What follows belongs to an exercise in optimizing a design on an open flow for a short achievable clock period and few clock cycles per item; a production flow would make more cautious choices.
Where RTL was checked, it was by simulation tests only, not by an equivalence proof against the original.
Function not checked in run 1: the RTL went through the layout flow alone.
No activity file was given, so power comes from the tool's default toggle rates.

### flow/design.v
module mtp40c_crc_step (
    input  wire [7:0] hi_in,
    input  wire [7:0] lo_in,
    input  wire [7:0] data,
    output wire [7:0] hi_out,
    output wire [7:0] lo_out
);
    function [15:0] table_word;
        input [7:0] i;
        reg   [15:0] w;
        integer r;
        begin
            w = {8'd0, i};
            for (r = 0; r < 8; r = r + 1) begin
                if (w[0])
                    w = (w >> 1) ^ 16'hA001;
                else
                    w = w >> 1;
            end
            table_word = w;
        end
    endfunction
    wire [7:0]  idx   = lo_in ^ data;
    wire [15:0] entry = table_word(idx);
    assign lo_out = hi_in ^ entry[7:0];     
    assign hi_out = entry[15:8];            
endmodule
module mtp40c_crc_fold (
    input  wire [191:0] buf_in,     
    output wire [15:0]  y
);
    assign y[ 0] = ^(buf_in & 192'h920493e497a48e24db2525212139396968888cccd5550001);
    assign y[ 1] = ^(buf_in & 192'hb60db42db8ed926d6d6f6f63634b4bbbb99995557fff0002);
    assign y[ 2] = ^(buf_in & 192'h6c1b685b71db24dadadedec6c696977773332aaafffe0004);
    assign y[ 3] = ^(buf_in & 192'hd836d0b6e3b649b5b5bdbd8d8d2d2eeee6665555fffc0008);
    assign y[ 4] = ^(buf_in & 192'hb06da16dc76c936b6b7b7b1b1a5a5dddccccaaabfff80010);
    assign y[ 5] = ^(buf_in & 192'h60db42db8ed926d6d6f6f63634b4bbbb99995557fff00020);
    assign y[ 6] = ^(buf_in & 192'hc1b685b71db24dadadedec6c696977773332aaafffe00040);
    assign y[ 7] = ^(buf_in & 192'h836d0b6e3b649b5b5bdbd8d8d2d2eeee6665555fffc00080);
    assign y[ 8] = ^(buf_in & 192'h06da16dc76c936b6b7b7b1b1a5a5dddccccaaabfff800100);
    assign y[ 9] = ^(buf_in & 192'h0db42db8ed926d6d6f6f63634b4bbbb99995557fff000200);
    assign y[10] = ^(buf_in & 192'h1b685b71db24dadadedec6c696977773332aaafffe000400);
    assign y[11] = ^(buf_in & 192'h36d0b6e3b649b5b5bdbd8d8d2d2eeee6665555fffc000800);
    assign y[12] = ^(buf_in & 192'h6da16dc76c936b6b7b7b1b1a5a5dddccccaaabfff8001000);
    assign y[13] = ^(buf_in & 192'hdb42db8ed926d6d6f6f63634b4bbbb99995557fff0002000);
    assign y[14] = ^(buf_in & 192'h248124f925e9238936c94948484e4e5a5a22233335554000);
    assign y[15] = ^(buf_in & 192'h490249f24bd247126d929290909c9cb4b44446666aaa8000);
endmodule
module mtp40c_crc_finish (
    input  wire [15:0] y,
    input  wire [4:0]  n,           
    output reg  [15:0] crc
);
    wire [15:0] x = y ^ 16'hFFFF;
    always @(*) begin
        case (n)
            5'd0: crc = {^(x & 16'h8000), ^(x & 16'h4000), ^(x & 16'h2000), ^(x & 16'h1000), ^(x & 16'h0800), ^(x & 16'h0400), ^(x & 16'h0200), ^(x & 16'h0100), ^(x & 16'h0080), ^(x & 16'h0040), ^(x & 16'h0020), ^(x & 16'h0010), ^(x & 16'h0008), ^(x & 16'h0004), ^(x & 16'h0002), ^(x & 16'h0001)};
            5'd1: crc = {^(x & 16'h00ff), ^(x & 16'h007f), ^(x & 16'h00c0), ^(x & 16'h0060), ^(x & 16'h0030), ^(x & 16'h0018), ^(x & 16'h000c), ^(x & 16'h0006), ^(x & 16'h8003), ^(x & 16'h4001), ^(x & 16'h2000), ^(x & 16'h1000), ^(x & 16'h0800), ^(x & 16'h0400), ^(x & 16'h0200), ^(x & 16'h01ff)};
            5'd2: crc = {^(x & 16'hfffd), ^(x & 16'h7ffe), ^(x & 16'hc002), ^(x & 16'h6001), ^(x & 16'h3000), ^(x & 16'h1800), ^(x & 16'h0c00), ^(x & 16'h0600), ^(x & 16'h0300), ^(x & 16'h0180), ^(x & 16'h00c0), ^(x & 16'h0060), ^(x & 16'h0030), ^(x & 16'h0018), ^(x & 16'h000c), ^(x & 16'hfffb)};
            5'd3: crc = {^(x & 16'hfdff), ^(x & 16'hfeff), ^(x & 16'h0280), ^(x & 16'h0140), ^(x & 16'h00a0), ^(x & 16'h0050), ^(x & 16'h0028), ^(x & 16'h0014), ^(x & 16'h000a), ^(x & 16'h8005), ^(x & 16'hc002), ^(x & 16'h6001), ^(x & 16'h3000), ^(x & 16'h1800), ^(x & 16'h0c00), ^(x & 16'hfbff)};
            5'd4: crc = {^(x & 16'hfff3), ^(x & 16'hfff9), ^(x & 16'h800f), ^(x & 16'h4007), ^(x & 16'ha003), ^(x & 16'h5001), ^(x & 16'h2800), ^(x & 16'h1400), ^(x & 16'h0a00), ^(x & 16'h0500), ^(x & 16'h0280), ^(x & 16'h0140), ^(x & 16'h00a0), ^(x & 16'h0050), ^(x & 16'h0028), ^(x & 16'hffe7)};
            5'd5: crc = {^(x & 16'hf3ff), ^(x & 16'hf9ff), ^(x & 16'h0f00), ^(x & 16'h0780), ^(x & 16'h03c0), ^(x & 16'h01e0), ^(x & 16'h00f0), ^(x & 16'h0078), ^(x & 16'h003c), ^(x & 16'h001e), ^(x & 16'h800f), ^(x & 16'h4007), ^(x & 16'ha003), ^(x & 16'h5001), ^(x & 16'h2800), ^(x & 16'he7ff)};
            5'd6: crc = {^(x & 16'hffd7), ^(x & 16'hffeb), ^(x & 16'h0022), ^(x & 16'h8011), ^(x & 16'hc008), ^(x & 16'he004), ^(x & 16'hf002), ^(x & 16'h7801), ^(x & 16'h3c00), ^(x & 16'h1e00), ^(x & 16'h0f00), ^(x & 16'h0780), ^(x & 16'h03c0), ^(x & 16'h01e0), ^(x & 16'h00f0), ^(x & 16'hffaf)};
            5'd7: crc = {^(x & 16'hd7ff), ^(x & 16'hebff), ^(x & 16'h2200), ^(x & 16'h1100), ^(x & 16'h0880), ^(x & 16'h0440), ^(x & 16'h0220), ^(x & 16'h0110), ^(x & 16'h0088), ^(x & 16'h0044), ^(x & 16'h0022), ^(x & 16'h8011), ^(x & 16'hc008), ^(x & 16'he004), ^(x & 16'hf002), ^(x & 16'haffe)};
            5'd8: crc = {^(x & 16'hff0f), ^(x & 16'hff87), ^(x & 16'h00cc), ^(x & 16'h0066), ^(x & 16'h8033), ^(x & 16'h4019), ^(x & 16'h200c), ^(x & 16'h1006), ^(x & 16'h8803), ^(x & 16'h4401), ^(x & 16'h2200), ^(x & 16'h1100), ^(x & 16'h0880), ^(x & 16'h0440), ^(x & 16'h0220), ^(x & 16'hfe1f)};
            5'd9: crc = {^(x & 16'h0ffd), ^(x & 16'h87fe), ^(x & 16'hcc02), ^(x & 16'h6601), ^(x & 16'h3300), ^(x & 16'h1980), ^(x & 16'h0cc0), ^(x & 16'h0660), ^(x & 16'h0330), ^(x & 16'h0198), ^(x & 16'h00cc), ^(x & 16'h0066), ^(x & 16'h8033), ^(x & 16'h4019), ^(x & 16'h200c), ^(x & 16'h1ffb)};
            5'd10: crc = {^(x & 16'hfddf), ^(x & 16'hfeef), ^(x & 16'h02a8), ^(x & 16'h0154), ^(x & 16'h00aa), ^(x & 16'h8055), ^(x & 16'hc02a), ^(x & 16'h6015), ^(x & 16'h300a), ^(x & 16'h9805), ^(x & 16'hcc02), ^(x & 16'h6601), ^(x & 16'h3300), ^(x & 16'h1980), ^(x & 16'h0cc0), ^(x & 16'hfbbf)};
            5'd11: crc = {^(x & 16'hdff3), ^(x & 16'heff9), ^(x & 16'ha80f), ^(x & 16'h5407), ^(x & 16'haa03), ^(x & 16'h5501), ^(x & 16'h2a80), ^(x & 16'h1540), ^(x & 16'h0aa0), ^(x & 16'h0550), ^(x & 16'h02a8), ^(x & 16'h0154), ^(x & 16'h00aa), ^(x & 16'h8055), ^(x & 16'hc02a), ^(x & 16'hbfe6)};
            5'd12: crc = {^(x & 16'hf33f), ^(x & 16'hf99f), ^(x & 16'h0ff0), ^(x & 16'h07f8), ^(x & 16'h03fc), ^(x & 16'h01fe), ^(x & 16'h80ff), ^(x & 16'h407f), ^(x & 16'ha03f), ^(x & 16'h501f), ^(x & 16'ha80f), ^(x & 16'h5407), ^(x & 16'haa03), ^(x & 16'h5501), ^(x & 16'h2a80), ^(x & 16'he67f)};
            5'd13: crc = {^(x & 16'h3fd5), ^(x & 16'h9fea), ^(x & 16'hf020), ^(x & 16'hf810), ^(x & 16'hfc08), ^(x & 16'hfe04), ^(x & 16'hff02), ^(x & 16'h7f81), ^(x & 16'h3fc0), ^(x & 16'h1fe0), ^(x & 16'h0ff0), ^(x & 16'h07f8), ^(x & 16'h03fc), ^(x & 16'h01fe), ^(x & 16'h80ff), ^(x & 16'h7faa)};
            5'd14: crc = {^(x & 16'hd57f), ^(x & 16'heabf), ^(x & 16'h2020), ^(x & 16'h1010), ^(x & 16'h0808), ^(x & 16'h0404), ^(x & 16'h0202), ^(x & 16'h8101), ^(x & 16'hc080), ^(x & 16'he040), ^(x & 16'hf020), ^(x & 16'hf810), ^(x & 16'hfc08), ^(x & 16'hfe04), ^(x & 16'hff02), ^(x & 16'haafe)};
            5'd15: crc = {^(x & 16'h7f00), ^(x & 16'hbf80), ^(x & 16'h20c0), ^(x & 16'h1060), ^(x & 16'h0830), ^(x & 16'h0418), ^(x & 16'h020c), ^(x & 16'h0106), ^(x & 16'h8083), ^(x & 16'h4041), ^(x & 16'h2020), ^(x & 16'h1010), ^(x & 16'h0808), ^(x & 16'h0404), ^(x & 16'h0202), ^(x & 16'hfe01)};
            5'd16: crc = {^(x & 16'h00fd), ^(x & 16'h807e), ^(x & 16'hc0c2), ^(x & 16'h6061), ^(x & 16'h3030), ^(x & 16'h1818), ^(x & 16'h0c0c), ^(x & 16'h0606), ^(x & 16'h8303), ^(x & 16'h4181), ^(x & 16'h20c0), ^(x & 16'h1060), ^(x & 16'h0830), ^(x & 16'h0418), ^(x & 16'h020c), ^(x & 16'h01fb)};
            5'd17: crc = {^(x & 16'hfdfd), ^(x & 16'h7efe), ^(x & 16'hc282), ^(x & 16'h6141), ^(x & 16'h30a0), ^(x & 16'h1850), ^(x & 16'h0c28), ^(x & 16'h0614), ^(x & 16'h030a), ^(x & 16'h8185), ^(x & 16'hc0c2), ^(x & 16'h6061), ^(x & 16'h3030), ^(x & 16'h1818), ^(x & 16'h0c0c), ^(x & 16'hfbfb)};
            5'd18: crc = {^(x & 16'hfdf3), ^(x & 16'hfef9), ^(x & 16'h828f), ^(x & 16'h4147), ^(x & 16'ha0a3), ^(x & 16'h5051), ^(x & 16'h2828), ^(x & 16'h1414), ^(x & 16'h0a0a), ^(x & 16'h8505), ^(x & 16'hc282), ^(x & 16'h6141), ^(x & 16'h30a0), ^(x & 16'h1850), ^(x & 16'h0c28), ^(x & 16'hfbe7)};
            5'd19: crc = {^(x & 16'hf3f3), ^(x & 16'hf9f9), ^(x & 16'h8f0f), ^(x & 16'h4787), ^(x & 16'ha3c3), ^(x & 16'h51e1), ^(x & 16'h28f0), ^(x & 16'h1478), ^(x & 16'h0a3c), ^(x & 16'h051e), ^(x & 16'h828f), ^(x & 16'h4147), ^(x & 16'ha0a3), ^(x & 16'h5051), ^(x & 16'h2828), ^(x & 16'he7e7)};
            5'd20: crc = {^(x & 16'hf3d7), ^(x & 16'hf9eb), ^(x & 16'h0f22), ^(x & 16'h8791), ^(x & 16'hc3c8), ^(x & 16'he1e4), ^(x & 16'hf0f2), ^(x & 16'h7879), ^(x & 16'h3c3c), ^(x & 16'h1e1e), ^(x & 16'h8f0f), ^(x & 16'h4787), ^(x & 16'ha3c3), ^(x & 16'h51e1), ^(x & 16'h28f0), ^(x & 16'he7af)};
            5'd21: crc = {^(x & 16'hd7d7), ^(x & 16'hebeb), ^(x & 16'h2222), ^(x & 16'h9111), ^(x & 16'hc888), ^(x & 16'he444), ^(x & 16'hf222), ^(x & 16'h7911), ^(x & 16'h3c88), ^(x & 16'h1e44), ^(x & 16'h0f22), ^(x & 16'h8791), ^(x & 16'hc3c8), ^(x & 16'he1e4), ^(x & 16'hf0f2), ^(x & 16'hafae)};
            5'd22: crc = {^(x & 16'hd70f), ^(x & 16'heb87), ^(x & 16'h22cc), ^(x & 16'h1166), ^(x & 16'h88b3), ^(x & 16'h4459), ^(x & 16'h222c), ^(x & 16'h1116), ^(x & 16'h888b), ^(x & 16'h4445), ^(x & 16'h2222), ^(x & 16'h9111), ^(x & 16'hc888), ^(x & 16'he444), ^(x & 16'hf222), ^(x & 16'hae1e)};
            5'd23: crc = {^(x & 16'h0f0d), ^(x & 16'h8786), ^(x & 16'hccce), ^(x & 16'h6667), ^(x & 16'hb333), ^(x & 16'h5999), ^(x & 16'h2ccc), ^(x & 16'h1666), ^(x & 16'h8b33), ^(x & 16'h4599), ^(x & 16'h22cc), ^(x & 16'h1166), ^(x & 16'h88b3), ^(x & 16'h4459), ^(x & 16'h222c), ^(x & 16'h1e1b)};
            5'd24: crc = {^(x & 16'h0ddd), ^(x & 16'h86ee), ^(x & 16'hceaa), ^(x & 16'h6755), ^(x & 16'h33aa), ^(x & 16'h99d5), ^(x & 16'hccea), ^(x & 16'h6675), ^(x & 16'h333a), ^(x & 16'h999d), ^(x & 16'hccce), ^(x & 16'h6667), ^(x & 16'hb333), ^(x & 16'h5999), ^(x & 16'h2ccc), ^(x & 16'h1bbb)};
            default: crc = 16'h0000;
        endcase
    end
endmodule
module mtp40c_pe (
    input  wire        clk,
    input  wire        rst,         
    input  wire        cmd_valid,
    output wire        cmd_ready,
    input  wire [39:0] cmd_word,
    output wire        done,
    output wire [31:0] result,
    output wire [2:0]  status,
    input  wire [31:0] now_ms,
    output wire        tx_valid,
    output wire [7:0]  tx_data,
    input  wire        tx_ready,
    input  wire        rx_valid,
    input  wire [7:0]  rx_data,
    output wire        rx_ready
);
    localparam [7:0]  TX_CAP       = 8'd24;
    localparam [7:0]  RESP_CAP     = 8'd24;
    localparam [7:0]  BROADCAST    = 8'hFE;
    localparam [7:0]  ADDR_MAX     = 8'd247;
    localparam [7:0]  DEFAULT_ADDR = 8'h01;
    localparam [7:0]  DEVICE_TYPE  = 8'h02;
    localparam [31:0] TIMEOUT_DEF  = 32'd100;
    localparam [31:0] RATE_WINDOW  = 32'd4000;
    localparam [31:0] APR_MIN      = 32'h442F0000;    
    localparam [31:0] APR_MAX      = 32'h44898000;    
    localparam [15:0] SPC_MIN      = 16'd400;
    localparam [15:0] SPC_MAX      = 16'd5000;
    localparam [15:0] HRS_MIN      = 16'd24;
    localparam [15:0] HRS_MAX      = 16'd720;
    localparam [31:0] F32_M999     = 32'hC479C000;    
    localparam [7:0] OP_BEGIN      = 8'h01;
    localparam [7:0] OP_GETADDR    = 8'h10;
    localparam [7:0] OP_SETADDR    = 8'h11;
    localparam [7:0] OP_SETGENERIC = 8'h12;
    localparam [7:0] OP_SETSPECIF  = 8'h13;
    localparam [7:0] OP_USESPECIF  = 8'h14;
    localparam [7:0] OP_GETAIRP    = 8'h20;
    localparam [7:0] OP_SETAIRP    = 8'h21;
    localparam [7:0] OP_GETGAS     = 8'h22;
    localparam [7:0] OP_SETSPC     = 8'h30;
    localparam [7:0] OP_SPCREADY   = 8'h31;
    localparam [7:0] OP_OPENSC     = 8'h32;
    localparam [7:0] OP_CLOSESC    = 8'h33;
    localparam [7:0] OP_SCSTATUS   = 8'h34;
    localparam [7:0] OP_SETHOURS   = 8'h35;
    localparam [7:0] OP_GETHOURS   = 8'h36;
    localparam [7:0] OP_SETTIMEOUT = 8'h40;
    localparam [7:0] OP_GETTIMEOUT = 8'h41;
    localparam [7:0] OP_SUPPRESS   = 8'h42;
    localparam [7:0] OP_GETSUPPR   = 8'h43;
    localparam [7:0] OP_LASTREAD   = 8'h44;
    localparam [7:0] OP_GETTYPE    = 8'h45;
    localparam [7:0] OP_LASTERROR  = 8'h46;
    localparam [7:0] OP_CRC16      = 8'h50;
    localparam [7:0] OP_REQUEST    = 8'h51;
    localparam [7:0] OP_WRBUF      = 8'h52;
    localparam [7:0] OP_RDBUF      = 8'h53;
    localparam [2:0] ST_OK       = 3'd0;
    localparam [2:0] ST_VALID    = 3'd1;
    localparam [2:0] ST_TIMEOUT  = 3'd2;
    localparam [2:0] ST_PROTOCOL = 3'd3;
    localparam [2:0] ST_ILLEGAL  = 3'd4;
    function legal_word;
        input [7:0]  op;
        input [31:0] v;
        begin
            case (op)
                OP_BEGIN, OP_SETADDR, OP_CRC16, OP_RDBUF:
                    legal_word = (v[31:8] == 24'd0);
                OP_GETADDR, OP_SETGENERIC, OP_SETSPECIF, OP_USESPECIF,
                OP_GETAIRP, OP_GETGAS, OP_SPCREADY, OP_OPENSC, OP_CLOSESC,
                OP_SCSTATUS, OP_GETHOURS, OP_GETTIMEOUT, OP_GETSUPPR,
                OP_LASTREAD, OP_GETTYPE, OP_LASTERROR:
                    legal_word = (v == 32'd0);
                OP_SETAIRP, OP_SETTIMEOUT:
                    legal_word = 1'b1;
                OP_SETSPC, OP_SETHOURS, OP_REQUEST, OP_WRBUF:
                    legal_word = (v[31:16] == 16'd0);
                OP_SUPPRESS:
                    legal_word = (v[31:1] == 31'd0);
                default:
                    legal_word = 1'b0;    
            endcase
        end
    endfunction
    function [4:0] tmpl_len;
        input [7:0] op;
        begin
            case (op)
                OP_GETADDR:  tmpl_len = 5'd8;
                OP_SETADDR:  tmpl_len = 5'd9;
                OP_GETAIRP:  tmpl_len = 5'd8;
                OP_SETAIRP:  tmpl_len = 5'd10;
                OP_GETGAS:   tmpl_len = 5'd8;
                OP_SETSPC:   tmpl_len = 5'd9;
                OP_SPCREADY: tmpl_len = 5'd6;
                OP_OPENSC:   tmpl_len = 5'd6;
                OP_CLOSESC:  tmpl_len = 5'd6;
                OP_SCSTATUS: tmpl_len = 5'd6;
                OP_SETHOURS: tmpl_len = 5'd8;
                OP_GETHOURS: tmpl_len = 5'd6;
                default:     tmpl_len = 5'd6;
            endcase
        end
    endfunction
    function [4:0] resp_len;
        input [7:0] op;
        begin
            case (op)
                OP_GETADDR:  resp_len = 5'd7;
                OP_SETADDR:  resp_len = 5'd8;
                OP_GETAIRP:  resp_len = 5'd10;
                OP_SETAIRP:  resp_len = 5'd10;
                OP_GETGAS:   resp_len = 5'd14;
                OP_SETSPC:   resp_len = 5'd10;
                OP_SPCREADY: resp_len = 5'd6;
                OP_OPENSC:   resp_len = 5'd6;
                OP_CLOSESC:  resp_len = 5'd6;
                OP_SCSTATUS: resp_len = 5'd6;
                OP_SETHOURS: resp_len = 5'd6;
                OP_GETHOURS: resp_len = 5'd9;
                default:     resp_len = 5'd6;
            endcase
        end
    endfunction
    function [7:0] tmpl_byte;
        input [7:0]  op;
        input [4:0]  i;
        input [31:0] v;
        begin
            tmpl_byte = 8'h00;
            case (op)
                OP_GETADDR: begin
                    if (i == 5'd1) tmpl_byte = 8'hA0;
                    if (i == 5'd5) tmpl_byte = 8'h01;
                end
                OP_SETADDR: begin
                    if (i == 5'd1) tmpl_byte = 8'hA1;
                    if (i == 5'd5) tmpl_byte = 8'h01;
                    if (i == 5'd6) tmpl_byte = v[7:0];
                end
                OP_GETAIRP: begin
                    if (i == 5'd1) tmpl_byte = 8'hA2;
                    if (i == 5'd5) tmpl_byte = 8'h02;
                end
                OP_SETAIRP: begin
                    if (i == 5'd1) tmpl_byte = 8'hA3;
                    if (i == 5'd4) tmpl_byte = v[7:0];
                    if (i == 5'd5) tmpl_byte = v[15:8];
                    if (i == 5'd6) tmpl_byte = v[23:16];
                    if (i == 5'd7) tmpl_byte = v[31:24];
                end
                OP_GETGAS: begin
                    if (i == 5'd1) tmpl_byte = 8'hA4;
                    if (i == 5'd5) tmpl_byte = 8'h03;
                end
                OP_SETSPC: begin
                    if (i == 5'd1) tmpl_byte = 8'hA5;
                    if (i == 5'd4) tmpl_byte = v[7:0];
                    if (i == 5'd5) tmpl_byte = v[15:8];
                end
                OP_SPCREADY: begin
                    if (i == 5'd1) tmpl_byte = 8'hA6;
                    if (i == 5'd3) tmpl_byte = 8'h01;
                end
                OP_OPENSC: begin
                    if (i == 5'd1) tmpl_byte = 8'hA7;
                    if (i == 5'd3) tmpl_byte = 8'h01;
                end
                OP_CLOSESC: begin
                    if (i == 5'd1) tmpl_byte = 8'hA7;
                end
                OP_SCSTATUS: begin
                    if (i == 5'd1) tmpl_byte = 8'hA8;
                end
                OP_SETHOURS: begin
                    if (i == 5'd1) tmpl_byte = 8'hA9;
                    if (i == 5'd4) tmpl_byte = v[7:0];
                    if (i == 5'd5) tmpl_byte = v[15:8];
                end
                OP_GETHOURS: begin
                    if (i == 5'd1) tmpl_byte = 8'hAA;
                end
                default: tmpl_byte = 8'h00;
            endcase
        end
    endfunction
    function [31:0] timeout_sentinel;
        input [7:0] op;
        begin
            case (op)
                OP_GETADDR:  timeout_sentinel = 32'h000000FF;
                OP_GETAIRP:  timeout_sentinel = F32_M999;
                OP_SCSTATUS: timeout_sentinel = 32'h00000002;
                OP_GETHOURS: timeout_sentinel = 32'h0000FFFF;
                default:     timeout_sentinel = 32'h00000000;
            endcase
        end
    endfunction
    function [7:0] buf_byte;
        input [191:0] b;
        input [4:0]   i;
        begin
            case (i)
                5'd0:  buf_byte = b[  7:  0];
                5'd1:  buf_byte = b[ 15:  8];
                5'd2:  buf_byte = b[ 23: 16];
                5'd3:  buf_byte = b[ 31: 24];
                5'd4:  buf_byte = b[ 39: 32];
                5'd5:  buf_byte = b[ 47: 40];
                5'd6:  buf_byte = b[ 55: 48];
                5'd7:  buf_byte = b[ 63: 56];
                5'd8:  buf_byte = b[ 71: 64];
                5'd9:  buf_byte = b[ 79: 72];
                5'd10: buf_byte = b[ 87: 80];
                5'd11: buf_byte = b[ 95: 88];
                5'd12: buf_byte = b[103: 96];
                5'd13: buf_byte = b[111:104];
                5'd14: buf_byte = b[119:112];
                5'd15: buf_byte = b[127:120];
                5'd16: buf_byte = b[135:128];
                5'd17: buf_byte = b[143:136];
                5'd18: buf_byte = b[151:144];
                5'd19: buf_byte = b[159:152];
                5'd20: buf_byte = b[167:160];
                5'd21: buf_byte = b[175:168];
                5'd22: buf_byte = b[183:176];
                5'd23: buf_byte = b[191:184];
                default: buf_byte = 8'h00;
            endcase
        end
    endfunction
    reg        idle_r;      
    reg        dec_r;       
    reg        crc_r;       
    reg        tx_r;        
    reg        tx_first;    
    reg        rx_r;        
    reg        done_r;      
    reg        fast_r;      
    reg [39:0] cmd;
    reg [31:0] now_a;       
    reg [31:0] result_r;
    reg [2:0]  status_r;    
    reg [7:0]  addr;
    reg        specific;
    reg [31:0] timeout;
    reg        suppress;
    reg [31:0] lastread;
    reg [31:0] lr_end;      
    reg        lr_wrap;     
    reg [15:0] gas;
    reg [31:0] airp;
    reg [191:0] txbuf;
    reg [191:0] respbuf;
    reg [7:0]  tx_byte;     
    reg [4:0]  txi;         
    reg [4:0]  nxi;         
    reg [4:0]  trem;        
    reg [4:0]  rlen;        
    reg [15:0] crc;         
    reg        rx_rdy;      
    reg        rx_first;    
    reg [4:0]  rxn;         
    reg [4:0]  rrem;        
    reg [31:0] tstart;      
    reg [31:0] dline;       
    reg        dl_wrap;     
    reg [31:0] now_p;       
    reg [15:0] crc_y;
    reg [4:0]  crc_n;
    wire [7:0]  opcode  = cmd[39:32];
    wire [31:0] operand = cmd[31:0];
    wire        is_req  = (opcode == OP_REQUEST);
    wire        is_read = (opcode == OP_GETGAS) || (opcode == OP_GETAIRP);
    assign cmd_ready = idle_r;
    assign done      = done_r;
    assign result    = result_r;
    assign status    = status_r;
    assign tx_valid  = tx_r;
    assign tx_data   = tx_byte;
    assign rx_ready  = rx_rdy;
    wire [7:0]  w_op    = cmd_word[39:32];
    wire [31:0] w_v     = cmd_word[31:0];
    wire [7:0]  w_cl    = w_v[15:8];
    wire [7:0]  w_rl    = w_v[7:0];
    wire        w_legal = legal_word(w_op, w_v);
    wire w_cached = lr_wrap ? (now_ms >= lastread || now_ms < lr_end)
                            : (now_ms >= lastread && now_ms < lr_end);
    localparam [1:0] K_DONE = 2'd0;    
    localparam [1:0] K_TX   = 2'd1;    
    localparam [1:0] K_DEC  = 2'd2;    
    reg [1:0]  w_kind;
    reg [31:0] f_result;
    reg [2:0]  f_status;
    reg [4:0]  w_len;                  
    reg [4:0]  w_rlen;                 
    always @(*) begin
        w_kind   = K_DONE;
        f_result = 32'd0;
        f_status = ST_OK;
        w_len    = tmpl_len(w_op);
        w_rlen   = resp_len(w_op);
        if (!w_legal) begin
            f_status = ST_ILLEGAL;
        end else begin
            case (w_op)
                OP_BEGIN: begin
                    if (w_v[7:0] > ADDR_MAX) f_status = ST_VALID;
                    else                     f_result = 32'd1;
                end
                OP_USESPECIF:  f_result = {31'd0, specific};
                OP_GETTIMEOUT: f_result = timeout;
                OP_GETSUPPR:   f_result = {31'd0, suppress};
                OP_LASTREAD:   f_result = lastread;
                OP_GETTYPE:    f_result = {24'd0, DEVICE_TYPE};
                OP_LASTERROR: begin
                    f_result = {29'd0, status_r};
                    f_status = status_r;
                end
                OP_WRBUF: begin
                    if (w_v[15:8] >= TX_CAP) f_status = ST_ILLEGAL;
                end
                OP_RDBUF: begin
                    if (w_v[7:0] >= RESP_CAP) f_status = ST_ILLEGAL;
                    else                      w_kind   = K_DEC;
                end
                OP_CRC16: begin
                    if (w_v[7:0] > TX_CAP) f_status = ST_ILLEGAL;
                    else                   w_kind   = K_DEC;
                end
                OP_REQUEST: begin
                    if (w_cl < 8'd4 || w_cl > TX_CAP || w_rl > RESP_CAP)
                        f_status = ST_ILLEGAL;
                    else
                        w_kind = K_TX;
                    w_len  = w_cl[4:0];
                    w_rlen = w_rl[4:0];
                end
                OP_SETADDR: begin
                    if (w_v[7:0] > ADDR_MAX) f_status = ST_VALID;
                    else                     w_kind   = K_TX;
                end
                OP_SETAIRP: begin
                    if (w_v < APR_MIN || w_v > APR_MAX) f_status = ST_VALID;
                    else                                w_kind   = K_TX;
                end
                OP_SETSPC: begin
                    if (w_v[15:0] < SPC_MIN || w_v[15:0] > SPC_MAX) f_status = ST_VALID;
                    else                                            w_kind   = K_TX;
                end
                OP_SETHOURS: begin
                    if (w_v[15:0] < HRS_MIN || w_v[15:0] > HRS_MAX) f_status = ST_VALID;
                    else                                            w_kind   = K_TX;
                end
                OP_GETGAS: begin
                    f_result = {16'd0, gas};          
                    if (!w_cached) w_kind = K_TX;
                end
                OP_GETAIRP: begin
                    f_result = airp;                  
                    if (!w_cached) w_kind = K_TX;
                end
                OP_GETADDR, OP_SPCREADY, OP_OPENSC, OP_CLOSESC, OP_SCSTATUS,
                OP_GETHOURS:
                    w_kind = K_TX;
                default: ;    
            endcase
        end
    end
    wire [7:0] addr_byte = specific ? addr : BROADCAST;
    wire [32:0] lr_sum   = {1'b0, lastread} + {1'b0, RATE_WINDOW};
    reg [191:0] crc_mask;
    integer m;
    always @(*) begin
        for (m = 0; m < 24; m = m + 1)
            crc_mask[8*m +: 8] = (m < operand[4:0]) ? txbuf[8*m +: 8] : 8'h00;
    end
    wire [15:0] fold_y;
    mtp40c_crc_fold u_fold (.buf_in(crc_mask), .y(fold_y));
    wire [15:0] crc16_res;
    mtp40c_crc_finish u_finish (.y(crc_y), .n(crc_n), .crc(crc16_res));
    wire [7:0] crc_hi_next;
    wire [7:0] crc_lo_next;
    mtp40c_crc_step u_crc (
        .hi_in  (crc[15:8]),
        .lo_in  (crc[7:0]),
        .data   (tx_byte),
        .hi_out (crc_hi_next),
        .lo_out (crc_lo_next)
    );
    wire [7:0] frame_byte = is_req ? buf_byte(txbuf, nxi) : tmpl_byte(opcode, nxi, operand);
    wire [7:0] tx_next = (trem == 5'd2) ? crc_lo_next :
                         (trem == 5'd1) ? crc[15:8] : frame_byte;
    wire tx_go   = tx_r && tx_ready;
    wire tx_last = tx_go && (trem == 5'd0);
    wire take     = rx_rdy && rx_valid;
    wire now_same = (now_ms == now_p);
    wire late_p   = !rx_first &&
                    (dl_wrap ? (now_p > dline && now_p < tstart)
                             : (now_p > dline || now_p < tstart));
    wire rx_late  = now_same && late_p;             
    wire rx_ok    = now_same && !late_p;            
    wire rx_end   = take && (rrem == 5'd1);
    wire [32:0] dline_sum = {1'b0, tstart} + {1'b0, timeout};
    function [7:0] rb;
        input integer i;
        begin
            rb = respbuf[8*i +: 8];
        end
    endfunction
    reg [31:0] x_result;
    reg [2:0]  x_status;
    always @(*) begin
        x_result = 32'd1;
        x_status = ST_OK;
        case (opcode)
            OP_GETADDR:  x_result = {24'd0, rb(3)};
            OP_GETAIRP:  x_result = {8'd0, rb(6), rb(5), rb(4)};
            OP_GETGAS: begin
                if (rb(8) != 8'd0 || rb(9) != 8'd0 || rb(10) != 8'd0 || rb(11) != 8'd0) begin
                    x_result = 32'd0;
                    x_status = ST_PROTOCOL;
                end else begin
                    x_result = {16'd0, rb(5), rb(4)};
                end
            end
            OP_SETSPC: begin
                if (rb(7) == 8'd0) begin
                    x_result = 32'd0;
                    x_status = ST_PROTOCOL;
                end
            end
            OP_SPCREADY: x_result = {31'd0, rb(3) == 8'd0};
            OP_SCSTATUS: x_result = {24'd0, rb(3)};
            OP_SETHOURS: begin
                if (rb(3) != 8'd0) begin
                    x_result = 32'd0;
                    x_status = ST_PROTOCOL;
                end
            end
            OP_GETHOURS: x_result = {16'd0, rb(4), rb(3)};
            default: ;    
        endcase
    end
    wire x_ok = (tx_last && rlen == 5'd0) || (rx_r && rx_end);
    integer i;
    always @(posedge clk) begin
        now_p   <= now_ms;
        lr_end  <= lr_sum[31:0];
        lr_wrap <= lr_sum[32];
        if (idle_r) begin
            cmd      <= cmd_word;
            now_a    <= now_ms;
            result_r <= f_result;
        end
        if (rst) begin
            idle_r   <= 1'b1;
            dec_r    <= 1'b0;
            crc_r    <= 1'b0;
            tx_r     <= 1'b0;
            tx_first <= 1'b0;
            rx_r     <= 1'b0;
            done_r   <= 1'b0;
            fast_r   <= 1'b0;
            result_r <= 32'd0;
            status_r <= ST_OK;
            addr     <= DEFAULT_ADDR;
            specific <= 1'b0;
            timeout  <= TIMEOUT_DEF;
            suppress <= 1'b0;
            lastread <= 32'd0;
            lr_end   <= RATE_WINDOW;
            lr_wrap  <= 1'b0;
            gas      <= 16'd0;
            airp     <= 32'd0;
            tx_byte  <= 8'd0;
            txi      <= 5'd0;
            nxi      <= 5'd0;
            trem     <= 5'd0;
            rlen     <= 5'd0;
            crc      <= 16'hFFFF;
            rx_rdy   <= 1'b0;
            rx_first <= 1'b0;
            rxn      <= 5'd0;
            rrem     <= 5'd0;
            tstart   <= 32'd0;
            dline    <= 32'd0;
            dl_wrap  <= 1'b0;
            crc_y    <= 16'd0;
            crc_n    <= 5'd0;
        end else begin
            if (idle_r) begin
                tx_byte <= addr_byte;
                txi     <= 5'd0;
                nxi     <= 5'd1;
                trem    <= w_len - 5'd1;
                rlen    <= w_rlen;
                crc     <= 16'hFFFF;
            end
            if (idle_r && cmd_valid) begin
                idle_r   <= 1'b0;
                fast_r   <= (w_kind == K_DONE);
                status_r <= f_status;
                case (w_kind)
                    K_TX: begin
                        tx_r     <= 1'b1;
                        tx_first <= 1'b1;
                    end
                    K_DEC:
                        dec_r    <= 1'b1;
                    default:
                        done_r   <= 1'b1;
                endcase
            end
            if (dec_r) begin
                dec_r    <= 1'b0;
                result_r <= {24'd0, buf_byte(respbuf, operand[4:0])};
                crc_y    <= fold_y;
                crc_n    <= operand[4:0];
                if (opcode == OP_CRC16)
                    crc_r  <= 1'b1;
                else
                    done_r <= 1'b1;
            end
            if (crc_r) begin
                crc_r    <= 1'b0;
                result_r <= {16'd0, crc16_res};
                status_r <= ST_OK;
                done_r   <= 1'b1;
            end
            if (tx_first) begin
                tx_first   <= 1'b0;
                txbuf[7:0] <= addr_byte;
                if (!is_req) begin
                    for (i = 1; i < 24; i = i + 1)
                        if (i <= trem + txi)
                            txbuf[8*i +: 8] <= tmpl_byte(opcode, i[4:0], operand);
                end
                if (is_read)
                    lastread <= now_a;
            end
            if (tx_r && trem == 5'd1) begin
                txbuf[8*txi +: 8] <= crc[7:0];
                txbuf[8*nxi +: 8] <= crc[15:8];
            end
            if (tx_go) begin
                if (trem >= 5'd2)
                    crc <= {crc_hi_next, crc_lo_next};
                if (trem == 5'd0) begin
                    result_r <= timeout_sentinel(opcode);
                    status_r <= ST_TIMEOUT;
                    tx_r     <= 1'b0;
                    tstart   <= now_ms;
                    rxn      <= 5'd0;
                    rrem     <= rlen;
                    if (rlen != 5'd0) begin
                        rx_r     <= 1'b1;
                        rx_first <= 1'b1;
                        rx_rdy   <= rx_valid;
                    end
                end else begin
                    tx_byte <= tx_next;
                    txi     <= nxi;
                    nxi     <= nxi + 5'd1;
                    trem    <= trem - 5'd1;
                end
            end
            if (rx_r) begin
                rx_first <= 1'b0;
                if (rx_first) begin
                    dline   <= dline_sum[31:0];
                    dl_wrap <= dline_sum[32];
                end
                if (take) begin
                    respbuf[8*rxn +: 8] <= rx_data;
                    rxn  <= rxn + 5'd1;
                    rrem <= rrem - 5'd1;
                end
                if (rx_end) begin
                    rx_r   <= 1'b0;
                    rx_rdy <= 1'b0;
                end else if (rx_late) begin
                    rx_r     <= 1'b0;
                    rx_rdy   <= 1'b0;
                    done_r   <= 1'b1;
                end else begin
                    rx_rdy <= rx_ok && rx_valid;
                end
            end
            if (x_ok) begin
                result_r <= x_result;
                status_r <= x_status;
                done_r   <= 1'b1;
                if (x_status == ST_OK) begin
                    case (opcode)
                        OP_SETADDR: addr <= operand[7:0];
                        OP_GETAIRP: airp <= x_result;
                        OP_GETGAS:  gas  <= x_result[15:0];
                        default: ;
                    endcase
                end
            end
            if (done_r) begin
                done_r <= 1'b0;
                idle_r <= 1'b1;
                if (fast_r && legal_word(opcode, operand)) begin
                    case (opcode)
                        OP_BEGIN:      if (operand[7:0] <= ADDR_MAX) addr <= operand[7:0];
                        OP_SETGENERIC: specific <= 1'b0;
                        OP_SETSPECIF:  specific <= 1'b1;
                        OP_SETTIMEOUT: timeout  <= operand;
                        OP_SUPPRESS:   suppress <= operand[0];
                        OP_WRBUF:
                            if (operand[15:8] < TX_CAP)
                                txbuf[8*operand[12:8] +: 8] <= operand[7:0];
                        default: ;
                    endcase
                end
            end
        end
    end
endmodule
### flow/flow/run.sh
#!/bin/bash
# The standard layout (standard.sh: unchanged synthesis, floorplan, power
# grid, placement, CTS and routing) with three repair settings changed:
#  - timing repair aims at 7 ns of setup slack instead of 0, so that it keeps
#    improving the critical paths past the point where the clock is met;
#  - the port buffers are buf_4 cells (the default pick here is a delay
#    cell), still one buffer on every input and output port;
#  - resizing may change a cell's footprint.
# make's full output goes to standard_flow.log in this folder; each ORFS
# step's own log stays under orfs/logs/.
set -uo pipefail
bash standard.sh SETUP_SLACK_MARGIN=7 MATCH_CELL_FOOTPRINT=0 \
    "BUFFER_PORTS_ARGS=-buffer_cell sky130_fd_sc_hd__buf_4" finish \
    > standard_flow.log 2>&1
### flow/standard.sh
#!/bin/bash
# synth_recipe.tcl (not shown) runs the flow's synth.tcl, then flattens the netlist and writes it again
# the make line also repeats each setting of config.mk as NAME=value (left out here)
make -C /OpenROAD-flow-scripts/flow DESIGN_CONFIG=/design/flow/config.mk WORK_HOME=/design/flow/orfs CLKGATE_MAP_FILE= SYNTH_SCRIPT=/design/flow/synth_recipe.tcl "${@:-finish}"
### flow/config.mk
export PLATFORM = sky130hd
export DESIGN_NAME = mtp40c_pe
export DESIGN_NICKNAME = mtp40c_pe
export VERILOG_FILES = /design/flow/design.v
export SDC_FILE = /design/flow/constraint.sdc
export NUM_CORES = 4
export LEC_CHECK = 0
export ABC_CLOCK_PERIOD_IN_PS = 2500
export CAP_MARGIN = 20
export CORE_MARGIN = 2
export CORE_UTILIZATION = 40
export SLEW_MARGIN = 20
export TNS_END_PERCENT = 100
### flow/constraint.sdc
create_clock -name core_clock -period 10.0 [get_ports {clk}]
set_input_delay 2.0000 -clock core_clock [delete_from_list [all_inputs] [get_ports {clk}]]
set_output_delay 2.0000 -clock core_clock [all_outputs]
set_load 0.01 [all_outputs]
==> metrics.yaml, run 1 <==
period_share: 0.485
antenna_found_initial: 15
grtUsageTotal: 0.362
io_pins: 132
fin_crit_ns: 4.85
status: "no timing/DRC/antenna violations"
dr.pass1.iters: 10
cts_max_level: 3
clkTransAtPathRegs_ns: 0.06
grt_remaining_overflow: 0
rsz0062_at_grt: "yes"
drtIter0Drc: 10100
nets: 7853
crit_type: "in -> reg"
syn_inst: 7433
std_cell_rows: 146
crit_slowest_cell: "a2111oi_4"
synth_edf_count: 456
grt_pass1_wl_um: 430000
yosys.cell_types.count: 95
via_count: 63700
grt_max_degree: 99
required_ns: 10.63
critPathCaptureType: "flop"
netlist_area_mm2: 0.0637
synthFlopType: "edfxtp_1"
fin_skew_ns: 0.0483
cts_root_buf: "clkbuf_16"
max_freq_mhz: 206
reg2reg_slack_ns: 5.72
cp_cell_sequence: "buf_12 > clkinv_8 > ha_4 > nand2b_4 > a21o_1 > a21o_1 > a21o_1 > a211oi_2 > o21ai_2 > a2111oi_4 > o21ai_2 > a2111oi_4 > buf_6 > a221oi_4 > a21oi_1 > ha_2 > a311oi_1 > nand2_1 > o21ai_1 > o21ai_1"
ff2ff_path_depth: 18
clockBufferDepth: 3
power.density_mw_per_mm2: 137
hold_viol: 0
grt_pass1_vias: 58900
ys_warn_count: 3
async_reset_ff_frac: 0
core_mm2: 0.158
synth_nets: 7707
path_common_cell: "a21o_1"
min-delay-start: "dline[5]$_SDFFE_PP0P_"
vias_per_cell: 6.54
cts_tree: "done"
slew_viol_final: 0
stdcell_count: 9740
cp_top_family: "compound AO/OA/AOI/OAI gates"
setup_violations: 0
worstPathMaxFanout: 2
synth_top_area_frac: 0.215
ys_ff_latch: 820
dp.cells: 9258
cp.arrival_ns: 5.47
hold_end: "dline[5]$_SDFFE_PP0P_"
wl_per_cell_um: 31.8
clock-sinks: 820
hold_path.class: "reg -> reg"
start_util: 0.402
start_kind: "input pin"
path_buf_inv: 3
final.setup.tns_ns: 0
leakagePower_uw: 0.0265
yosys.area.top_type: "edfxtp_1"
worst_slew_pin_slew_ns: 1.30
drv_cap: 0
final.fill_count: 14700
drive_gt1_frac: 0.239
numCtsBuffers: 91
dieHeight_um: 403
yosys-top-cells-area: "edfxtp_1 (21%), xnor2_1 (12%), dfxtp_1 (11%), mux2_2 (5.5%), nand2_1 (5.3%)"
postRouteAntennaNets: 0
r2r_end: "done_r$_SDFF_PP0_"
dieWidth_um: 403
gp_congestion: 1.07
portBuffers: 131
hold_depth: 2
relSlewSlack: 0.132
vdd_drop_max_uv: 160
area_growth_pct: 22.8
drc_errors: 0
max_stage_delay_ns: 0.38
r2r_start: "lastread[0]$_SDFFE_PP0P_"
syn_avg_cell_area_um2: 8.57
fin_hold_ws_ns: 0.451
wirelength_um: 310000
hpwl_um: 213000
clock_latency_ns: 0.74
yosysSeqAreaShare: 0.329
dieArea_mm2: 0.163
[cell usage in the layout (no fill, tap or decap), types with 113 or more instances in the layout]
| master | Yosys | layout |
|---|---|---|
| nand2_1 | 906 | 859 |
| xnor2_1 | 869 | 770 |
| nor2_1 | 662 | 573 |
| a21oi_1 | 529 | 466 |
| edfxtp_1 | 456 | 456 |
| buf_4 | 5 | 371 |
| xor2_1 | 338 | 313 |
| dfxtp_1 | 364 | 282 |
| a22oi_1 | 271 | 268 |
| o21ai_0 | 280 | 232 |
| mux2_2 | 314 | 232 |
| inv_1 | 170 | 161 |
| ha_1 | 187 | 159 |
| buf_6 | 1 | 135 |
| o22ai_1 | 129 | 129 |
| clkbuf_16 | 0 | 115 |
| mux2i_1 | 114 | 113 |
[worst max path at each step]
stage          slack, ns  startpoint                    to  cells past startpoint
2_1_floorplan       4.39         rst  respbuf[0]$_DFFE_PP_                      4
3_3_place_gp        3.31   now_ms[0]     done_r$_SDFF_PP0_                     19
3_5_place_dp        3.26   now_ms[0]     done_r$_SDFF_PP0_                     19
4_1_cts             5.30   now_ms[0]     done_r$_SDFF_PP0_                     20
5_1_grt             5.05   now_ms[0]     done_r$_SDFF_PP0_                     20
6_report            5.15   now_ms[0]     done_r$_SDFF_PP0_                     20
[worst reg2reg max path, stage by stage, from the launching register on]
cell	delay, ns
dfxtp_1	0.73
ha_4	0.30
nand2b_4	0.13
a21o_1	0.15
a21o_1	0.16
a21o_1	0.17
a211oi_2	0.24
o21ai_2	0.16
a2111oi_4	0.38
o21ai_2	0.12
a2111oi_4	0.34
buf_6	0.19
a221oi_4	0.08
a21oi_1	0.18
ha_2	0.30
a311oi_1	0.27
nand2_1	0.09
o21ai_1	0.13
o21ai_1	0.07
[sequential cells by signal, summed over array words and instances (netlist names), 24 cells and up]
signal    count
txbuf       192
respbuf     192
cmd          40
lr_end       32
airp         24
dline        32
tstart       32
now_p        32
now_a        32
lastread     32
result_r     32
timeout      32
[cells in the mapped netlist, types with 36 or more instances]
| cell | number |
|---|---|
| a222oi_1 | 44 |
| xor2_1 | 338 |
| nor4_1 | 50 |
| a22o_1 | 45 |
| o22ai_1 | 129 |
| a21oi_1 | 529 |
| nor2_1 | 662 |
| xnor2_1 | 869 |
| buf_1 | 57 |
| a221oi_1 | 80 |
| o221ai_1 | 36 |
| a21o_1 | 81 |
| nand2_1 | 906 |
| a211oi_1 | 65 |
| clkbuf_1 | 451 |
| a22oi_1 | 271 |
| dfxtp_1 | 364 |
| mux2_2 | 314 |
| inv_1 | 170 |
| nor2b_1 | 48 |
| nand2b_1 | 48 |
| mux2i_1 | 114 |
| nand3_1 | 123 |
| nor3_1 | 127 |
| nand4_1 | 70 |
| edfxtp_1 | 456 |
| ha_1 | 187 |
| o21ai_0 | 280 |
| and3_1 | 51 |
[routing by layer]
metal | global-route usage | up-vias | routed length [um]
met2 | 0.524 | 4793 | 128000
met1 | 0.465 | 30600 | 116000
met3 | 0.123 | 1260 | 44300
met5 | 0 | - | 51
li1 | - | 27000 | -
met4 | 0.213 | 8 | 22200
[report_power, final]
group | total, uW | switching [uW] | leakage (uW) | internal, uW
registers | 3850 | 222 | 0.00700 | 3630
logic | 3180 | 1730 | 0.0180 | 1450
clock network | 3680 | 1600 | 0.00156 | 2080
[stage by stage]
stage	utilization	total power, uW	setup WS (ns)	instance area [um^2]
finish	0.494	10700	5.15	78300
global route	0.494	11000	5.05	78300
CTS	0.478	10500	5.30	75700
detailed placement	0.424	6610	3.26	67200
global placement	0.424	6580	3.31	67200
floorplan	-	5800	4.39	64600
[layout make-up]
cell class	count	area (um^2)	share of cell area
Sequential cell	820	21200	0.271
Clock inverter	44	602	0.00769
Antenna cell	10	25.0	0.000320
Inverter	173	673	0.00860
Clock buffer	128	2610	0.0333
Timing Repair Buffer	590	6050	0.0773
Tap cell	2072	2590	0.0331
Multi-Input combinational cell	5903	44500	0.569
[logic make-up (layout without fill, tap and decap cells)]
group,count (synthesis),in the layout,synth area share
compound gates,1811,1811,0.186
fa+ha+maj,189,189,0.0373
other cells,0,10,0
xor+xnor,1229,1229,0.172
simple gates,2243,2246,0.158
flops,820,820,0.329
buf+inv,713,935,0.0429
mux,428,428,0.0734
[what timing repair did]
| action | in CTS | in global routing |
|---|---|---|
| pin swaps | 205 | 191 |
| resized for setup | 765 | 357 |
| buffers inserted | 185 | 83 |
| cloned | 21 | 9 |
| hold buffers | 0 | 0 |
| setup endpoints to repair | 919 | 724 |
==> inputs of run 2 (changes only) <==
--- a/flow/design.v
+++ b/flow/design.v
@@ -285,4 +285,42 @@
         end
     endfunction
+    function gt32;
+        input [31:0] a;
+        input [31:0] b;
+        reg   [31:0] g;
+        reg   [31:0] e;
+        integer w, k;
+        begin
+            g = a & ~b;
+            e = ~(a ^ b);
+            for (w = 1; w < 32; w = w * 2) begin
+                for (k = 0; k + w < 32; k = k + 2 * w) begin
+                    g[k] = g[k + w] | (e[k + w] & g[k]);
+                    e[k] = e[k + w] & e[k];
+                end
+            end
+            gt32 = g[0];
+        end
+    endfunction
+    function [32:0] add32;
+        input [31:0] a;
+        input [31:0] b;
+        reg   [31:0] p;
+        reg   [31:0] gg;
+        reg   [31:0] pp;
+        integer w, k;
+        begin
+            p  = a ^ b;
+            gg = a & b;
+            pp = p;
+            for (w = 1; w < 32; w = w * 2) begin
+                for (k = 31; k >= w; k = k - 1) begin
+                    gg[k] = gg[k] | (pp[k] & gg[k - w]);
+                    pp[k] = pp[k] & pp[k - w];
+                end
+            end
+            add32 = {gg[31], p ^ {gg[30:0], 1'b0}};
+        end
+    endfunction
     function [7:0] buf_byte;
         input [191:0] b;
@@ -373,6 +411,7 @@
     wire [7:0]  w_rl    = w_v[7:0];
     wire        w_legal = legal_word(w_op, w_v);
-    wire w_cached = lr_wrap ? (now_ms >= lastread || now_ms < lr_end)
-                            : (now_ms >= lastread && now_ms < lr_end);
+    wire w_after  = !gt32(lastread, now_ms);      
+    wire w_before = gt32(lr_end, now_ms);         
+    wire w_cached = lr_wrap ? (w_after || w_before) : (w_after && w_before);
     localparam [1:0] K_DONE = 2'd0;    
     localparam [1:0] K_TX   = 2'd1;    
@@ -430,13 +469,15 @@
                 end
                 OP_SETAIRP: begin
-                    if (w_v < APR_MIN || w_v > APR_MAX) f_status = ST_VALID;
+                    if (gt32(APR_MIN, w_v) || gt32(w_v, APR_MAX)) f_status = ST_VALID;
                     else                                w_kind   = K_TX;
                 end
                 OP_SETSPC: begin
-                    if (w_v[15:0] < SPC_MIN || w_v[15:0] > SPC_MAX) f_status = ST_VALID;
+                    if (gt32({16'd0, SPC_MIN}, {16'd0, w_v[15:0]}) ||
+                        gt32({16'd0, w_v[15:0]}, {16'd0, SPC_MAX})) f_status = ST_VALID;
                     else                                            w_kind   = K_TX;
                 end
                 OP_SETHOURS: begin
-                    if (w_v[15:0] < HRS_MIN || w_v[15:0] > HRS_MAX) f_status = ST_VALID;
+                    if (gt32({16'd0, HRS_MIN}, {16'd0, w_v[15:0]}) ||
+                        gt32({16'd0, w_v[15:0]}, {16'd0, HRS_MAX})) f_status = ST_VALID;
                     else                                            w_kind   = K_TX;
                 end
@@ -457,5 +498,5 @@
     end
     wire [7:0] addr_byte = specific ? addr : BROADCAST;
-    wire [32:0] lr_sum   = {1'b0, lastread} + {1'b0, RATE_WINDOW};
+    wire [32:0] lr_sum   = add32(lastread, RATE_WINDOW);
     reg [191:0] crc_mask;
     integer m;
@@ -485,10 +526,10 @@
     wire now_same = (now_ms == now_p);
     wire late_p   = !rx_first &&
-                    (dl_wrap ? (now_p > dline && now_p < tstart)
-                             : (now_p > dline || now_p < tstart));
+                    (dl_wrap ? (gt32(now_p, dline) && gt32(tstart, now_p))
+                             : (gt32(now_p, dline) || gt32(tstart, now_p)));
     wire rx_late  = now_same && late_p;             
     wire rx_ok    = now_same && !late_p;            
     wire rx_end   = take && (rrem == 5'd1);
-    wire [32:0] dline_sum = {1'b0, tstart} + {1'b0, timeout};
+    wire [32:0] dline_sum = add32(tstart, timeout);
     function [7:0] rb;
         input integer i;
==> metrics.yaml, run 2 <==
status: "no timing/DRC/antenna violations"
final_common_cell: "nand2_1"
async_reset_ff_frac: 0
area_growth_pct: 28.3
yosys-top-cells-count: "nand2_1 (842), nor2_1 (837), xnor2_1 (813)"
drv_cap: 0
cts_tree: "done"
syn_inst: 7519
hold_viol: 0
place_ws_ns: 3.75
hold_depth: 2
clock-sinks: 820
r2r_end: "done_r$_SDFF_PP0_"
std_cell_rows: 147
antenna_found_initial: 16
required_ns: 10.64
via_count: 66200
drtIter0Drc: 10600
synth.most_common_cell: "nand2_1"
grtUsageTotal: 0.400
final_util: 0.515
dieWidth_um: 405
io_pins: 132
syn_avg_cell_area_um2: 8.55
portBuffers: 131
hold_path.class: "reg -> reg"
period_share: 0.480
ff2ff_path_depth: 16
start_kind: "input pin"
path_buf_inv: 1
synth_top_area_frac: 0.213
synth_nets: 7791
crit_type: "in -> reg"
synth_edf_count: 456
dieHeight_um: 405
clock_latency_ns: 0.77
cp_top_family: "compound AO/OA/AOI/OAI gates"
drc_errors: 0
vdd_drop_max_uv: 167
worstPathMaxFanout: 2
slew_viol_final: 0
cp.arrival_ns: 5.44
setup_ws_ns: 5.20
yosys.cell_types.count: 109
leakagePower_uw: 0.0290
numCtsBuffers: 94
cts_max_level: 3
setup_violations: 0
ys_warn_count: 3
worst_slew_pin_slew_ns: 1.27
grt_remaining_overflow: 0
postRouteAntennaNets: 0
rsz0062_at_grt: "yes"
grt_pass1_vias: 60700
vias_per_cell: 6.63
met2_length_um: 140000
yosys-top-cells-area: "edfxtp_1 (21%), dfxtp_1 (11%), xnor2_1 (11%), a21oi_1 (5.1%), nand2_1 (4.9%)"
min-delay-start: "dline[27]$_SDFFE_PP0P_"
clkTransAtPathRegs_ns: 0.07
crit_slowest_cell: "or3_4"
cp_cell_sequence: "buf_6 > or3_4 > nor4b_4 > a41oi_4 > o31ai_4 > a31oi_4 > nor3_4 > a221oi_2 > o221ai_2 > o31a_1 > ha_4 > a221o_1 > o21ai_1 > o31ai_1 > a21o_1"
relSlewSlack: 0.154
hold_end: "dline[27]$_SDFFE_PP0P_"
dr.pass1.iters: 10
yosysSeqAreaShare: 0.326
fin_skew_ns: 0.0542
wl_per_cell_um: 34.3
critPathCaptureType: "flop"
gp_congestion: 1.02
grt_pass1_wl_um: 470000
wirelength_um: 343000
layout_common_cells: "nand2_1 (768), xnor2_1 (657), nor2_1 (641)"
drive_gt1_frac: 0.285
top_regs: "respbuf: 192 flops, txbuf: 192 flops, cmd: 40 flops"
fin_crit_ns: 4.80
hpwl_um: 231000
postCtsHoldBufs: 0
final.setup.tns_ns: 0
max_stage_delay_ns: 0.40
start_util: 0.402
highest_layer: "met5"
core_mm2: 0.160
power.density_mw_per_mm2: 135
dieArea_mm2: 0.164
nets: 8081
reg2reg_slack_ns: 5.85
synthFlopType: "edfxtp_1"
cts_root_buf: "clkbuf_16"
clockBufferDepth: 3
wl_met3_um: 50700
r2r_start: "lastread[1]$_SDFFE_PP0P_"
max_freq_mhz: 208
grt_max_degree: 97
netlist_area_mm2: 0.0643
ys_ff_latch: 820
wl_met1_um: 129000
yosys.area.top_type: "edfxtp_1"
-- run 2: changes by cell type in the layout (fill, tap and decap cells not counted), moves of 63 or more --
cell / previous run / this run
nor2_2: 49 / 112
nand2_1: 859 / 768
a21oi_1: 466 / 577
xnor2_1: 770 / 657
nor2_1: 573 / 641
buf_4: 371 / 458
o21ai_0: 232 / 158
-- run 2: tightest hold or removal path: stages, from the launching register on --
cell	delay, ns
dfxtp_1	0.31
nand2_1	0.05
a21oi_1	0.05
-- run 2: routing by layer --
layer  vias up  global-route usage
li1      27700                   -
met1     32100               0.520
met2      5175               0.572
met3      1287               0.145
met4        14               0.221
met5         -             0.00327
-- run 2: area by class of cell --
cell class                 count  area, um^2
timing repair buffer         736        7570
clock buffer                 121        2530
antenna                       13        32.5
fill                       14700       77500
multi-input combinational   6005       47300
sequential                   820       21200
tap                         2086        2610
inverter                     152         624
clock inverter                56         636
-- run 2: per-stage QoR --
| step | hold slack (ns) | std cells | power (uW) | instance area (um^2) |
|---|---|---|---|---|
| 2_1_floorplan | 0.415 | 7519 | 5790 | 64600 |
| 5_1_grt | 0.466 | 9983 | 11400 | 82500 |
| 3_5_place_dp | 0.444 | 9322 | 6650 | 67100 |
| 3_3_place_gp | 0.441 | 9320 | 6630 | 67100 |
| 4_1_cts | 0.452 | 9872 | 10800 | 79100 |
| 6_report | 0.452 | 9989 | 11200 | 82500 |
-- run 2: worst max path at each step --
stage / start / to / slack (ns) / depth (start not counted)
2_1_floorplan: rst / respbuf[0]$_DFFE_PP_ / 4.27 / 5
3_3_place_gp: cmd_word[5] / done_r$_SDFF_PP0_ / 3.79 / 15
3_5_place_dp: cmd_word[5] / done_r$_SDFF_PP0_ / 3.75 / 15
6_report: cmd_word[0] / done_r$_SDFF_PP0_ / 5.20 / 15
4_1_cts: cmd_word[0] / done_r$_SDFF_PP0_ / 5.36 / 15
5_1_grt: cmd_word[0] / done_r$_SDFF_PP0_ / 5.17 / 15
-- run 2: cell families after synthesis --
family | after synthesis | synth area share
AOI/OAI and AO/OA | 1937 | 0.198
xor gates and xnor gates | 1207 | 0.178
adders and majority gates | 187 | 0.0366
buffers and inverters | 716 | 0.0447
DFF | 820 | 0.326
muxes | 326 | 0.0556
and+or+nand+nor | 2326 | 0.160
-- run 2: what timing repair did --
item / CTS / global route
pin swaps: 337 / 293
setup buffers: 321 / 102
resized for setup: 1163 / 514
cloned: 52 / 2
setup endpoints to repair: 992 / 739
-- run 2: report_power, final --
part           internal (uW)  switching, uW  total (uW)
registers               3630            232        3860
clock network           1990           1660        3650
logic                   1740           1910        3650
Testbench counts of run 2, summed over its fixed seeds: cycles 49,071, commands 4,800.

## static timing again, ports no longer ideal
The results above use ideal ports. As a check the final layouts listed here were re-extracted and re-timed, cells and wires unchanged. Step 1 sets driving cells, clkbuf_16 on the clock port and buf_2 on the other inputs (assumed; they add their load-dependent delay and slew). Step 2 moves the port delays by t, midway between the first and last clock arrival at a register: inputs arrive t later, outputs are due t later. That takes back most of the time a late clock gives input paths. Three values: ideal ports, drivers, drivers and shift; two values: the first two.
run | shift t [ns] | setup WS [ns] | worst hold slack (ns) | clock arrival spread, ns | worst register clock-pin slew, ns
run 1 | 0.804 | 5.153 / 5.170 / 4.365 | 0.451 / 0.451 / 0.451 | 0.059 / 0.059 | 0.08 / 0.08
run 2 | 0.820 | 5.196 / 5.242 / 4.422 | 0.452 / 0.452 / 0.452 | 0.058 / 0.058 | 0.07 / 0.07
After both steps setup and hold are still met in every run listed. The setup slack of run 1, which loses most, moves by +0.017 ns with the drivers and by -0.788 ns with both steps.
